Source: an optimization exercise on an open RTL-to-GDS flow (aim: small area). Production flows keep margins and buffers that such runs may drop.
The RTL was checked by simulation tests, not by an equivalence proof against the original design.
Power figures rest on the tool's default switching activity, not on a simulated workload.

<file path="flow/config.mk">
export PLATFORM = sky130hd
export DESIGN_NAME = optorx_record_stream
export DESIGN_NICKNAME = optorx_record_stream
export VERILOG_FILES = /design/flow/design.v
export SDC_FILE = /design/flow/constraint.sdc
export NUM_CORES = 4
export LEC_CHECK = 0
export CAP_MARGIN = 20
export CORE_MARGIN = 2
export CORE_UTILIZATION = 40
export PLACE_DENSITY = 0.6
export SLEW_MARGIN = 20
</file>
<file path="flow/constraint.sdc">
create_clock -name core_clock -period 6.0 [get_ports {clk}]
set_input_delay 1.2000 -clock core_clock [delete_from_list [all_inputs] [get_ports {clk}]]
set_output_delay 1.2000 -clock core_clock [all_outputs]
set_load 0.01 [all_outputs]
</file>
<file path="flow/design.v">
module optorx_record_stream (
    input  wire         clk,
    input  wire         rst,             
    input  wire         in_valid,
    input  wire [15:0]  in_data,
    input  wire         in_last,
    output reg          fr_valid,
    output wire [3:0]   fr_goh,
    output wire [3:0]   fr_fiber,
    output wire [191:0] fr_data,         
    output wire [3:0]   fr_presence,
    output wire [3:0]   fr_daq,
    output reg          done,
    output wire [15:0]  cnt_unknown_tag,
    output wire [15:0]  cnt_trailer_sig,
    output wire [15:0]  cnt_trailer_size,
    output wire [15:0]  cnt_chrange_rep,
    output wire [15:0]  cnt_chrange_sup
);
    localparam [1:0] S_ITEM = 2'd0;    
    localparam [1:0] S_PRE  = 2'd1;    
    localparam [1:0] S_BODY = 2'd2;    
    reg  [1:0]   state;
    reg          mode_raw;
    reg  [2:0]   pres;                 
    reg  [7:0]   cnt;                  
    reg          ovf;                  
    reg  [7:0]   bad;                  
    reg  [3:0]   goh, fiber, daq;
    reg  [143:0] wd;                   
    reg  [35:0]  pw;                   
    reg  [11:0]  c_unk, c_sig, c_size, c_rep, c_sup;
    wire         acc  = in_valid & ~rst;
    wire [3:0]   top4 = in_data[15:12];
    wire         is_f = (top4 == 4'hF);
    wire         pad  = (in_data == 16'hFFFF);
    wire         hdr  = (in_data[15:8] == 8'h80) || (in_data[15:8] == 8'h90);
    wire         st_item = (state == S_ITEM);
    wire         st_pre  = (state == S_PRE);
    wire         st_body = (state == S_BODY);
    wire         pre_a = st_pre && (top4 == 4'hA) && (pres == 3'b000);
    wire         pre_c = st_pre && (top4 == 4'hC) && (pres[2:1] == 2'b00);
    wire         pre_e = st_pre && (top4 == 4'hE) && !pres[2];
    wire         pre_any = pre_a | pre_c | pre_e;
    wire [1:0]   pc      = {1'b0, pres[0]} + {1'b0, pres[1]} + {1'b0, pres[2]};
    wire [3:0]   raw_pos = 4'd10 + {2'd0, pc} - cnt[3:0];    
    wire         rec     = st_pre | st_body;
    wire         raw_tr  = mode_raw && st_body && (raw_pos == 4'd15);
    wire         raw_pl  = mode_raw && rec && !pre_any && !raw_tr;
    wire         cl_tr   = !mode_raw && rec && !pre_any && is_f;
    wire         cl_desc = !mode_raw && rec && !pre_any && !is_f;
    wire         trailer = cl_tr | (raw_tr & is_f);
    wire         raw_bad = raw_tr & !is_f;      
    wire         start   = st_item | raw_bad;   
    wire         good    = (in_data[7:0] == cnt) && !ovf;
    wire [6:0]   d_end = in_data[6:0];
    wire [6:0]   d_s1  = in_data[14:8] - 7'd1;           
    wire         d_ok  = !in_data[7] && (d_s1 <= d_end);
    wire [6:0]   d_lo  = d_end - d_s1;
    wire         m_en  = acc & cl_desc & d_ok;
    reg  [127:0] mask;
    integer ch;
    always @(*) begin
        for (ch = 0; ch < 128; ch = ch + 1)
            mask[ch] = m_en && (ch >= d_lo) && (ch <= d_end);
    end
    wire         clr = acc & start & hdr;
    wire         cnt_inc = acc & (pre_any | raw_pl | cl_desc);
    reg  [1:0]   n_state;
    always @(*) begin
        n_state = state;
        if (start)
            n_state = hdr ? S_PRE : S_ITEM;
        else if (trailer)
            n_state = S_ITEM;
        else if (!pre_any)
            n_state = S_BODY;
    end
    wire         trunc = in_last && (n_state != S_ITEM);
    wire         inc_unk  = acc & start & !pad & !hdr;
    wire [1:0]   inc_sig  = {1'b0, acc & raw_bad} + {1'b0, acc & trunc};
    wire         inc_size = acc & trailer & !good;
    wire         commit   = acc & cl_tr & good;
    wire [7:0]   add_rep  = (commit && in_data[11:8] == 4'd0) ? bad : 8'd0;
    wire [7:0]   add_sup  = (commit && in_data[11:8] != 4'd0) ? bad : 8'd0;
    wire         zap      = done | rst;
    always @(posedge clk) begin
        if (rst)
            state <= S_ITEM;
        else if (in_valid)
            state <= trunc ? S_ITEM : n_state;
        if (clr) begin
            mode_raw <= in_data[12];
            goh      <= in_data[7:4];
            fiber    <= in_data[3:0];
        end
        if (clr)
            pres <= 3'b000;
        else if (acc)
            pres <= pres | {pre_e, pre_c, pre_a};
        if (clr) begin
            cnt <= 8'd2;
            ovf <= 1'b0;
            bad <= 8'd0;
        end else begin
            if (cnt_inc) begin
                cnt <= cnt + 8'd1;
                if (cnt == 8'hFF)
                    ovf <= 1'b1;
            end
            if (m_en == 1'b0 && acc && cl_desc)
                bad <= bad + 8'd1;
        end
        daq <= in_data[11:8];
        fr_valid <= acc & trailer & good;
        done     <= acc & in_last;
        c_unk  <= (zap ? 12'd0 : c_unk)  + {11'd0, inc_unk};
        c_sig  <= (zap ? 12'd0 : c_sig)  + {10'd0, inc_sig};
        c_size <= (zap ? 12'd0 : c_size) + {11'd0, inc_size};
        c_rep  <= (zap ? 12'd0 : c_rep)  + {4'd0, add_rep};
        c_sup  <= (zap ? 12'd0 : c_sup)  + {4'd0, add_sup};
    end
    genvar w, b;
    generate
        for (w = 0; w < 9; w = w + 1) begin : g_wd
            wire we = acc & raw_pl & (raw_pos == w);
            for (b = 0; b < 16; b = b + 1) begin : g_b
                always @(posedge clk)
                    wd[16*w+b] <= (wd[16*w+b] & !clr) | (we & in_data[b])
                                | ((w > 0) ? mask[16*(w-1)+b] : 1'b0);
            end
        end
        for (w = 0; w < 3; w = w + 1) begin : g_pw
            wire we = acc & ((w == 2) ? pre_a : (w == 1) ? pre_c : pre_e);
            for (b = 0; b < 12; b = b + 1) begin : g_b
                always @(posedge clk)
                    pw[12*w+b] <= (pw[12*w+b] & !clr) | (we & in_data[b]);
            end
        end
    endgenerate
    assign fr_data = {pres[0], 1'b0, pres[0], 1'b0, pw[35:24],
                      pres[1], pres[1], 2'b00, pw[23:12],
                      pres[2], pres[2], pres[2], 1'b0, pw[11:0],
                      wd};
    assign fr_goh      = goh;
    assign fr_fiber    = fiber;
    assign fr_presence = {mode_raw, pres};
    assign fr_daq      = daq;
    assign cnt_unknown_tag  = {4'd0, c_unk};
    assign cnt_trailer_sig  = {4'd0, c_sig};
    assign cnt_trailer_size = {4'd0, c_size};
    assign cnt_chrange_rep  = {4'd0, c_rep};
    assign cnt_chrange_sup  = {4'd0, c_sup};
endmodule
</file>
<file path="flow/run.sh">
#!/bin/bash
# synth_recipe.tcl (not shown) runs the flow's synth.tcl, then flattens the netlist and writes it again
# the make line also repeats each setting of config.mk as NAME=value (left out here)
make -C /OpenROAD-flow-scripts/flow DESIGN_CONFIG=/design/flow/config.mk WORK_HOME=/design/flow/orfs CLKGATE_MAP_FILE= SYNTH_SCRIPT=/design/flow/synth_recipe.tcl finish
</file>
==> flow_summary.json <==
{
  "yosys_warnings": 1,
  "maxSlewViolCount": 0,
  "outcome": "complete, no violations",
  "ys_seq_elements": 277,
  "io_pins": 310,
  "dr_total_vias": 13500,
  "fp.dieW_um": 188,
  "fmax_mhz": 208,
  "combPwrFrac_pct": 29.1,
  "port_buffers": 284,
  "drtAntennaViolNets": 0,
  "detail_route.wl_per_cell_um": 27.6,
  "powerDensity_nw_per_um2": 353,
  "cts_tree": "built",
  "coreArea_um2": 33400,
  "cp_cell_sequence": "clkdlybuf4s50_1 > buf_4 > nor3_1 > nand2_1 > xor2_1 > ha_1 > nor3b_1 > a221oi_1 > o311ai_2 > nor2_2 > nand2_1 > a2111oi_0 > a221o_1",
  "overflow": 0,
  "rows": 67,
  "h-tree-depth": 2,
  "cts_resized": 0,
  "utilization_pct": 53.8,
  "regArea_um2": 5640,
  "maxCapViolCount": 0,
  "layout.nets": 1800,
  "synthesis.instances": 1478,
  "drt-pass1-iter-count": 8,
  "grt_max_degree": 68,
  "setup_tns_ps": 0,
  "fin_worst_skew_ps": 18.9,
  "crit_path_max_incr_delay_ps": 550,
  "grt_pass1_wl_um": 88600,
  "timing.final.crit_period_ps": 4810,
  "syn_area_um2": 13600,
  "drt_iter0_markers": 1427,
  "reg2reg_slack_ps": 1570,
  "hpwlAfterDp_um": 43100,
  "cts_root_buffer": "clkbuf_16",
  "grt_pass1_vias": 12900,
  "final_hold_viol_count": 0,
  "cp_common_cell": "nand2_1",
  "cts_hold_buf": 0,
  "via_per_inst": 6.12,
  "p_int_mw": 4.25,
  "power_frac_seq_pct": 36.8,
  "start_kind": "primary input",
  "synth_top_cell_by_area": "dfxtp_1",
  "synthTopCellsByCount": "268 x dfxtp_1, 108 x nor2_1, 102 x a221o_1",
  "grt_setup_unrepaired": "false",
  "synthToLayoutAreaGrowth_pct": 32.6,
  "synth_most_common_cell": "dfxtp_1",
  "critPathArrivalTime_ps": 5290,
  "nFillCells": 3095,
  "crit_fanout": 16,
  "peakVddDrop_uv": 188,
  "synth_ff_type": "dfxtp_1",
  "holdWs_ps": 475,
  "endpoint_kind": "flip-flop",
  "multi_input_area_um2": 7210,
  "die_h_um": 188,
  "clkLatencyLatePin_ps": 530,
  "crit_type": "in2reg",
  "timing.slew.headroom_pct": 24.2,
  "track_usage_pct": 33.3,
  "place_congestion": 1.03,
  "initial_core_util_pct": 40.6,
  "synth_cell_types": 76,
  "synth.area.top_cells": "dfxtp_1 40%, a221o_1 7.5%, ha_1 3.7%",
  "power.share.switching_pct": 33.1,
  "min_path_type": "reg2reg",
  "fin_crit_sh_pct": 80.2,
  "drive_above_1_share_pct": 8.86,
  "clock_sinks": 277,
  "drcViolationCount": 0,
  "p_sw_mw": 2.10,
  "max-clock-path-buffers": 3,
  "setup_viol": 0,
  "worstMarginPinSlew_ps": 1130,
  "synth.top_cell.area_share_pct": 39.5,
  "synthArstFlopShare_pct": 0,
  "antenna_found_initial": 0,
  "dieArea_um2": 35400,
  "cp_slowest_cell": "a2111oi_0",
  "numCtsBuffers": 34,
  "yosysSeqAreaShare_pct": 41.5,
  "clockPowerShare_pct": 34.1,
  "post_cts_buffers": 0,
  "synth_area_per_cell_um2": 9.19,
  "cellLeakagePower_nw": 6.86,
  "routed_wl_um": 61100,
  "path_clk_slew_ps": 60,
  "synth_edf_count": 9,
  "critPathRequiredTime_ps": 6470
}
power groups by stage:
stage | clock [mW] | sequential (mW) | combinational, mW
floorplan | 0 | 2.40 | 0.803
global route | 2.25 | 2.35 | 1.93
CTS | 2.18 | 2.33 | 1.82
detailed placement | 0 | 2.36 | 1.81
global placement | 0 | 2.37 | 1.81
finish | 2.17 | 2.34 | 1.84
layout by cell type (no fill, tap or decap), types with 6 or more instances in the layout:
cell type	Yosys	routed
and2_1	47	47
nand3_1	24	24
nand4_1	16	16
a21o_1	8	8
and3_1	23	23
or3_1	13	13
xor2_1	35	35
inv_1	31	31
fa_1	6	6
a22o_1	53	53
o31ai_1	6	6
nor2_1	108	108
a311oi_1	6	6
nor2b_1	12	11
nand2b_1	10	10
edfxtp_1	9	9
clkbuf_16	0	35
nor3_1	46	46
or2_2	7	7
buf_4	34	55
clkbuf_8	0	9
a2111oi_0	6	6
ha_1	40	40
conb_1	1	25
nand2_1	92	92
clkbuf_1	60	6
a22oi_1	25	25
a21oi_1	93	93
clkdlybuf4s50_1	0	281
o21bai_1	6	6
a211oi_1	32	32
a221oi_1	20	20
a221o_1	102	102
o21ai_0	69	69
xnor2_1	35	35
dfxtp_1	268	268
routing by layer:
layer	up-vias	track usage, %	share of wire, %
met2	785	51.4	44
li1	5983	-	-
met1	6578	44.9	43
met3	176	6.61	8.9
met5	-	0	0
met4	0	15.4	5.0
worst paths after layout:
| check | to | cells past startpoint | startpoint |
|---|---|---|---|
| worst min register to register | pw[30] | 1 | pw[30] |
| worst min-delay path | pw[30] | 1 | pw[30] |
| worst max-delay path | wd[22] | 13 | in_data[9] |
| worst max register to register | c_sig[11] | 18 | pres[1] |
final cells by class:
| type | instances | share of cell area (%) |
|---|---|---|
| clock buffers | 49 | 5.60 |
| repair buffers | 342 | 18.3 |
| well taps | 448 | 3.11 |
| multi-input cells | 1047 | 40.1 |
| clock inverters | 13 | 0.938 |
| diodes | 1 | 0.0139 |
| flip-flops and latches | 277 | 31.3 |
| inverters | 32 | 0.667 |
worst max-delay path, delay by kind of cell:
kind | cells | cell delay, ps
buffers and inverters | 2 | 700
AO/OA/AOI/OAI | 4 | 1370
AND/OR/NAND/NOR | 5 | 1440
adder cells (fa/ha/maj) | 1 | 410
XOR/XNOR | 1 | 160
sequential cells by signal, summed over array words and instances (netlist names):
register and cells:
bad 8, fiber 4, c_sig 12, pres 3, goh 4, c_unk 12
c_size 12, mode_raw 1, state 2, ovf 1, fr_valid 1, c_sup 12
done 1, daq 4, pw 36, wd 144, cnt 8, c_rep 12
logic make-up (layout without fill, tap and decap cells):
family	Yosys count	in the layout	synth area share, %
other	1	26	0.0276
XOR/XNOR	70	70	4.52
buffers and inverters	178	436	6.29
flip-flops	277	277	41.5
AO/OA/AOI/OAI	467	467	26.0
adder cells (fa/ha/maj)	46	46	4.57
AND/OR/NAND/NOR	435	435	16.8
multiplexers	4	4	0.295
metrics by stage:
step | power [mW] | worst slack (ps) | area (µm²) | cells
after CTS | 6.33 | 1220 | 18000 | 2207
after floorplan | 3.20 | 1570 | 13700 | 1502
after global placement | 4.18 | 620 | 16800 | 2144
after detailed placement | 4.17 | 674 | 16800 | 2145
final | 6.35 | 1190 | 18000 | 2209
after global routing | 6.54 | 893 | 18000 | 2208

## port drivers added, routing unchanged
How much do the figures lean on ideal ports? The routed layout below was timed once more, with nothing changed but the port constraints. Step 1 (the two cells are an assumption about what drives the block):
set clk [get_ports {clk}]
set_driving_cell -lib_cell sky130_fd_sc_hd__clkbuf_16 $clk
set_driving_cell -lib_cell sky130_fd_sc_hd__buf_2 [delete_from_list [all_inputs] $clk]
Step 2, shift: input delay + t, output delay - t, t = (earliest + latest rising clock arrival at the registers) / 2. This alone moves slack from input paths to output paths. Slacks: ideal ports / drivers / drivers and shift; pairs: ideal ports / drivers.
t (ns): 0.577
setup WS [ns]: 1.188 / 1.198 / 0.622
worst data-port slew with drivers (ns): 0.06
After both steps this run still meets setup and hold. For this run, drivers alone change the setup slack by +0.010 ns; drivers and shift together by -0.566 ns.
